What follows belongs to an exercise in optimizing a design on an open flow for small area, a short achievable clock period and few clock cycles per item; a production flow would make more cautious choices. Function not checked in this run: the RTL went through the layout flow alone.

**design.v**
```verilog
module pd_unit (
    input  wire        clk,
    input  wire        rst,           
    input  wire        req_valid,
    output wire        req_ready,
    input  wire        req_op,        
    input  wire [3:0]  req_width,     
    input  wire [63:0] req_value,     
    input  wire [71:0] req_field,     
    output reg         resp_valid,
    output wire [7:0]  resp_status,
    output wire [71:0] resp_field,    
    output wire [63:0] resp_value     
);
    wire width_bad = (req_width == 4'd0) || (req_width > 4'd9);
    reg [63:0] limit;
    always @(*) begin
        case (req_width)
            4'd1:    limit = 64'd100;
            4'd2:    limit = 64'd10000;
            4'd3:    limit = 64'd1000000;
            4'd4:    limit = 64'd100000000;
            4'd5:    limit = 64'd10000000000;
            4'd6:    limit = 64'd1000000000000;
            4'd7:    limit = 64'd100000000000000;
            4'd8:    limit = 64'd10000000000000000;
            default: limit = 64'd1000000000000000000;
        endcase
    end
    wire range_bad = (req_value >= limit);
    reg [71:0] field_mask;
    integer i;
    always @(*) begin
        for (i = 0; i < 9; i = i + 1)
            field_mask[8*i +: 8] = (i < req_width) ? 8'hFF : 8'h00;
    end
    wire [71:0] field_in = req_field & field_mask;
    reg digit_bad;
    integer j;
    always @(*) begin
        digit_bad = 1'b0;
        for (j = 0; j < 18; j = j + 1)
            if (field_in[4*j +: 4] > 4'd9)
                digit_bad = 1'b1;
    end
    wire [2:0] st_in = width_bad ? 3'd6
                     : req_op    ? (digit_bad ? 3'd4 : 3'd0)
                     :             (range_bad ? 3'd5 : 3'd0);
    wire [71:0] a_in = req_op ? field_in : {12'd0, req_value[59:0]};
    reg [3:0] top_in;
    reg [7:0] ch_in;
    integer c;
    always @(*) begin
        top_in = 4'd0;
        ch_in  = a_in[7:0];
        for (c = 1; c < 9; c = c + 1)
            if (|a_in[8*c +: 8]) begin
                top_in = c;
                ch_in  = a_in[8*c +: 8];
            end
    end
    reg          busy;      
    reg          first;     
    reg  [3:0]   idx;       
    reg  [7:0]   ch;        
    reg          op_r;
    reg  [2:0]   st_r;
    reg  [71:0]  a;
    reg  [71:0]  b;
    reg          rop;       
    reg  [2:0]   rst_r;     
    wire last = (idx == 4'd0);
    assign req_ready = !busy || last;
    wire accept = req_valid && req_ready;
    wire [3:0] idx_dn = idx - 4'd1;
    wire [7:0] ch_dn  = a[8*idx_dn +: 8];
    function [71:0] dabble;
        input [71:0] x;
        input [7:0]  bits;
        reg   [71:0] e, n;
        reg   [3:0]  dd;
        reg          cc;
        integer l, k;
        begin
            e = x;
            for (l = 7; l >= 0; l = l - 1) begin
                for (k = 0; k < 18; k = k + 1) begin
                    dd = e[4*k +: 4];
                    cc = (k == 0) ? bits[l] : e[4*k-1];
                    n[4*k+3] = dd[2] | (dd[1] & (dd[0] | cc));
                    n[4*k+2] = cc ? dd[2] : (dd[1] & ~dd[0]);
                    n[4*k+1] = dd[0] & (cc ? ~dd[2] : ~dd[1]);
                    n[4*k]   = (cc & ~dd[1]) | ((~cc & dd[1]) | dd[2]);
                end
                e = n;
            end
            dabble = e;
        end
    endfunction
    wire [71:0] enc_next  = dabble(b, ch);
    wire [11:0] enc_first = dabble(72'd0, ch);
    wire [6:0]  cv = {ch[7:4], 3'd0} + {2'd0, ch[7:4], 1'b0} + {3'd0, ch[3:0]};
    wire [59:0] t1 = {b[53:0], 6'd0};
    wire [59:0] t2 = {b[54:0], 5'd0};
    wire [59:0] t3 = {b[57:0], 2'd0};
    wire [59:0] s1 = t1 ^ t2 ^ t3;
    wire [59:0] c1 = {((t1 & t2) | (t1 & t3) | (t2 & t3)), 1'b0};
    wire [59:0] t4 = {53'd0, cv};
    wire [59:0] s2 = s1 ^ c1 ^ t4;
    wire [59:0] c2 = {((s1 & c1) | (s1 & t4) | (c1 & t4)), 1'b0};
    wire [59:0] dec_next = s2 + c2;
    wire [71:0] b_next = first ? (op_r ? {65'd0, cv} : {60'd0, enc_first})
                               : (op_r ? {12'd0, dec_next} : enc_next);
    always @(posedge clk) begin
        b <= b_next;
        if (accept) begin
            a    <= a_in;
            op_r <= req_op;
            st_r <= st_in;
        end
        if (rst) begin
            busy       <= 1'b0;
            resp_valid <= 1'b0;
        end else begin
            resp_valid <= busy && last;
            if (busy && last) begin
                rop   <= op_r;
                rst_r <= st_r;
            end
            if (accept) begin
                busy  <= 1'b1;
                first <= 1'b1;
                idx   <= top_in;
                ch    <= ch_in;
            end else begin
                if (last)
                    busy <= 1'b0;
                first <= 1'b0;
                idx   <= idx_dn;
                ch    <= ch_dn;
            end
        end
    end
    reg [71:0] bcd;
    reg [3:0]  qr;
    integer m;
    always @(*) begin
        for (m = 0; m < 18; m = m + 1) begin
            qr = b[4*m +: 4];
            bcd[4*m+3] = qr[3] & (qr[2] | (qr[1] & qr[0]));
            bcd[4*m+2] = qr[3] ? ~(qr[2] | (qr[1] & qr[0])) : qr[2];
            bcd[4*m+1] = qr[3] ? ((qr[1] ^ qr[0]) & ~qr[2]) : qr[1];
            bcd[4*m]   = qr[3] ? ~(qr[0] ^ qr[2]) : (qr[0] & ~qr[2]);
        end
    end
    wire ok = (rst_r == 3'd0);
    assign resp_status = {5'd0, rst_r};
    assign resp_field  = (ok && !rop) ? bcd : 72'd0;
    assign resp_value  = (ok &&  rop) ? {4'd0, b[59:0]} : 64'd0;
endmodule
```
**run.sh**
```bash
#!/bin/bash
# synth_recipe.tcl (not shown) runs the flow's synth.tcl, then flattens the netlist and writes it again
# the make line also repeats each setting of config.mk as NAME=value (left out here)
make -C /OpenROAD-flow-scripts/flow DESIGN_CONFIG=/design/flow/config.mk WORK_HOME=/design/flow/orfs CLKGATE_MAP_FILE= SYNTH_SCRIPT=/design/flow/synth_recipe.tcl finish
```
**config.mk**
```make
export PLATFORM = sky130hd
export DESIGN_NAME = pd_unit
export DESIGN_NICKNAME = pd_unit
export VERILOG_FILES = /design/flow/design.v
export SDC_FILE = /design/flow/constraint.sdc
export NUM_CORES = 4
export LEC_CHECK = 0
export ABC_AREA = 1
export CAP_MARGIN = 20
export CORE_MARGIN = 2
export CORE_UTILIZATION = 55
export SLEW_MARGIN = 20
```
**constraint.sdc**
```tcl
create_clock -name core_clock -period 6.0 [get_ports {clk}]
set_input_delay 1.2000 -clock core_clock [delete_from_list [all_inputs] [get_ports {clk}]]
set_output_delay 1.2000 -clock core_clock [all_outputs]
set_load 0.01 [all_outputs]
```
==> run summary <==
==> path summary, 6_finish.rpt <==
check	from	slack, ns	to	cells after the start
worst min register to register	st_r[1]	0.45	rst_r[1]	0
worst max-delay path	ch[4]	0.57	b[48]	23
worst max register to register	ch[4]	0.57	b[48]	23
worst min-delay path	st_r[1]	0.45	rst_r[1]	0
==> kinds of logic after synthesis <==
family                     share of synthesized area [%]
and+or+nand+nor                                     35.9
buffers and inverters                               10.3
muxes                                              0.357
AOI/OAI and AO/OA                                   18.5
DFF                                                 17.0
xor gates and xnor gates                            1.32
other                                             0.0149
adders and majority gates                           16.6
==> area by class of cell <==
cell class                      instances  area [um^2]
Clock buffer                           17          425
Clock inverter                         15          168
Fill cell                            4469        16000
Inverter                              614         2300
Multi-Input combinational cell       3319        18400
Sequential cell                       167         4270
Tap cell                              600          751
Timing Repair Buffer                  298         2950
==> critical path, delay by kind of cell, from the launching register on <==
kind	cells	cell delay, ns
xor+xnor	1	0.30
fa+ha+maj	4	1.58
flops	1	0.46
simple gates	4	0.31
compound gates	11	2.34
buf+inv	3	0.34
==> through the flow <==
stage / util [%] / hold slack (ns)
floorplan: - / 0.400
global placement: 63.2 / 0.402
detailed placement: 63.2 / 0.429
CTS: 64.5 / 0.452
global route: 64.6 / 0.455
finish: 64.6 / 0.450
==> per-layer routing <==
metal	vias up	part of all wire [%]	track usage [%]
li1	14172	-	-
met1	12396	46	44.8
met2	952	45	53.5
met3	171	5.7	3.17
met4	0	3.4	10.6
met5	-	0	0
==> cell usage in the layout (no fill, tap or decap), drive strengths merged, types with 22 or more instances in the layout <==
cell type / Yosys / final
inv: 610 / 619
fa: 57 / 57
nand2: 1083 / 1083
ha: 244 / 244
edfxtp: 93 / 93
nor2: 644 / 644
o211ai: 26 / 26
a31oi: 39 / 39
a21oi: 271 / 271
dfxtp: 74 / 74
o21ai: 365 / 365
nor3: 46 / 46
xor2: 22 / 22
clkdlybuf4s50: 0 / 279
nand3: 316 / 316
==> flip-flops by register name, indices dropped and copies added, names as in the netlist, 3 cells and up <==
signal and cells:
b 72, rst_r 3, ch 8, a 72
st_r 3, idx 4
==> results.yml <==
floorplanning:
  initial_core_util_pct: 55.7
  die_y_um: 218
  boundaryPins: 290
  fp.dieW_um: 218
  dieArea_um2: 47600
  std_cell_rows: 78
  fp.coreArea_um2: 45300
yosys:
  post_synth_num_cell_types: 64
  ys_ff_latch: 167
  yosysSeqAreaShare_pct: 17.0
  ys_warn_count: 1
  netlist_area_um2: 25200
  synth_common_cells: "nand2_1 (1055), nor2_1 (608), inv_1 (560)"
  synth.top_cells.by_area: "nand2_1 (16%), ha_1 (12%), edfxtp_1 (11%), nor2_1 (9.1%), inv_1 (8.3%)"
  yosys.area.top_type: "nand2_1"
  yosysTopAreaCellShare_pct: 15.7
  synth_ff_type: "edfxtp_1"
  synth-async-reset-ratio_pct: 0
  synth.most_common_cell: "nand2_1"
  synth-edff-count: 93
  syn_inst: 4161
  avgSynthCellArea_um2: 6.06
timing:
  fmax_mhz: 184
  fin_crit_ns: 5.43
  fin_skew_ns: 0.0139
  rsz0062_at_grt: "no"
  post-route-period-util_pct: 90.5
  finalSetupViolCount: 0
  final.setup.tns_ns: 0
  final-max-slew-violation-count: 0
  worst_slack_ns: 0.568
  worstMarginPinSlew_ns: 0.961
  slew_headroom_pct: 35.7
  finalHoldViolCount: 0
grt:
  grt_usage_pct: 32.6
  grt_pass1_vias: 24983
  gr-total-overflow: 0
  grt_max_degree: 89
  antenna_found_initial: 0
  grt_pass1_wl_um: 126000
clock_tree:
  tritoncts: "built"
  cts.htree.levels: 4
  cts.sinks: 167
  cts.path.max_buffers: 2
  cts_hold_buf: 0
  clock_latency_ns: 0.45
  clockRootBuffer: "clkbuf_16"
  cts_buffers: 17
  cts.clk_slew.worst_paths_ns: 0.08
  post_cts_resized: 0
  post_cts_buffers: 0
critical_path:
  cpMostUsedCell: "a21oi_1"
  cp_max_fo: 7
  critical_path.cell_chain: "inv_1 -> fa_1 -> fa_1 -> o21ai_0 -> xor2_1 -> fa_1 -> inv_1 -> ha_1 -> inv_1 -> o21ai_0 -> a21oi_1 -> o21ai_1 -> a21oi_1 -> o21ai_0 -> a21boi_1 -> o21bai_1 -> a21oi_1 -> o21bai_1 -> nand2_1 -> nand2_1 -> nand2_1 -> a21oi_1 -> nor2_1"
  worstPathArrival_ns: 5.77
  worstSetupStartpointType: "flop"
  slowest_stage: "fa_1"
  critPathKind: "flop to flop"
  worstPathRequired_ns: 6.34
  critPathMaxStageDelay_ns: 0.50
  end_kind: "flop"
routing:
  avgRoutedWirePerCell_um: 15.7
  firstDrtPassIters: 12
  viasPerCell: 5.51
  routed_wl_um: 79000
  drc: 0
  num_vias: 27691
  antenna_left: 0
  first_iter_violations: 2563
run_status:
  outcome: "finished clean"
finish:
  nNetsFinal: 4862
  finalInstanceArea_um2: 29300
  drive_above_1_share_pct: 5.73
  syn_to_final_growth_pct: 16.0
  n_antenna_cell: 0
  layout.cells.non_filler: 5030
placement:
  post_dp_cell_area_um2: 28600
  dpl.hpwl_um: 65000
  dp_worst_setup_slack_ns: 0.735
  dp.cells: 4997
  port_buffers: 280
  place_congestion: 1.04
flow_run:
  maxCapViolations: 0
hold_path:
  hold_path_class: "flop to flop"

static timing again, ports no longer ideal:
Ports are ideal in the flow. The routed layout listed here was re-timed in OpenROAD.
Step 1 assumes that a clkbuf_16 drives the clock port and a buf_2 every other input.
Step 2 moves the port delays by t, midway between the first and last clock arrival at a register: inputs arrive t later, outputs are due t later. That takes back most of the time a late clock gives input paths.
Three values: ideal ports, drivers, drivers and shift; two values: the first two.
t, ns: 0.502
setup WS [ns]: 0.568 / 0.568 / 0.568
latest minus earliest clock arrival (ns): 0.016 / 0.016
slew at the worst register clock pin (ns): 0.08 / 0.08
After both steps setup and hold are still met in this run. For this run, drivers alone change the setup slack by 0.000 ns; drivers and shift together by 0.000 ns.
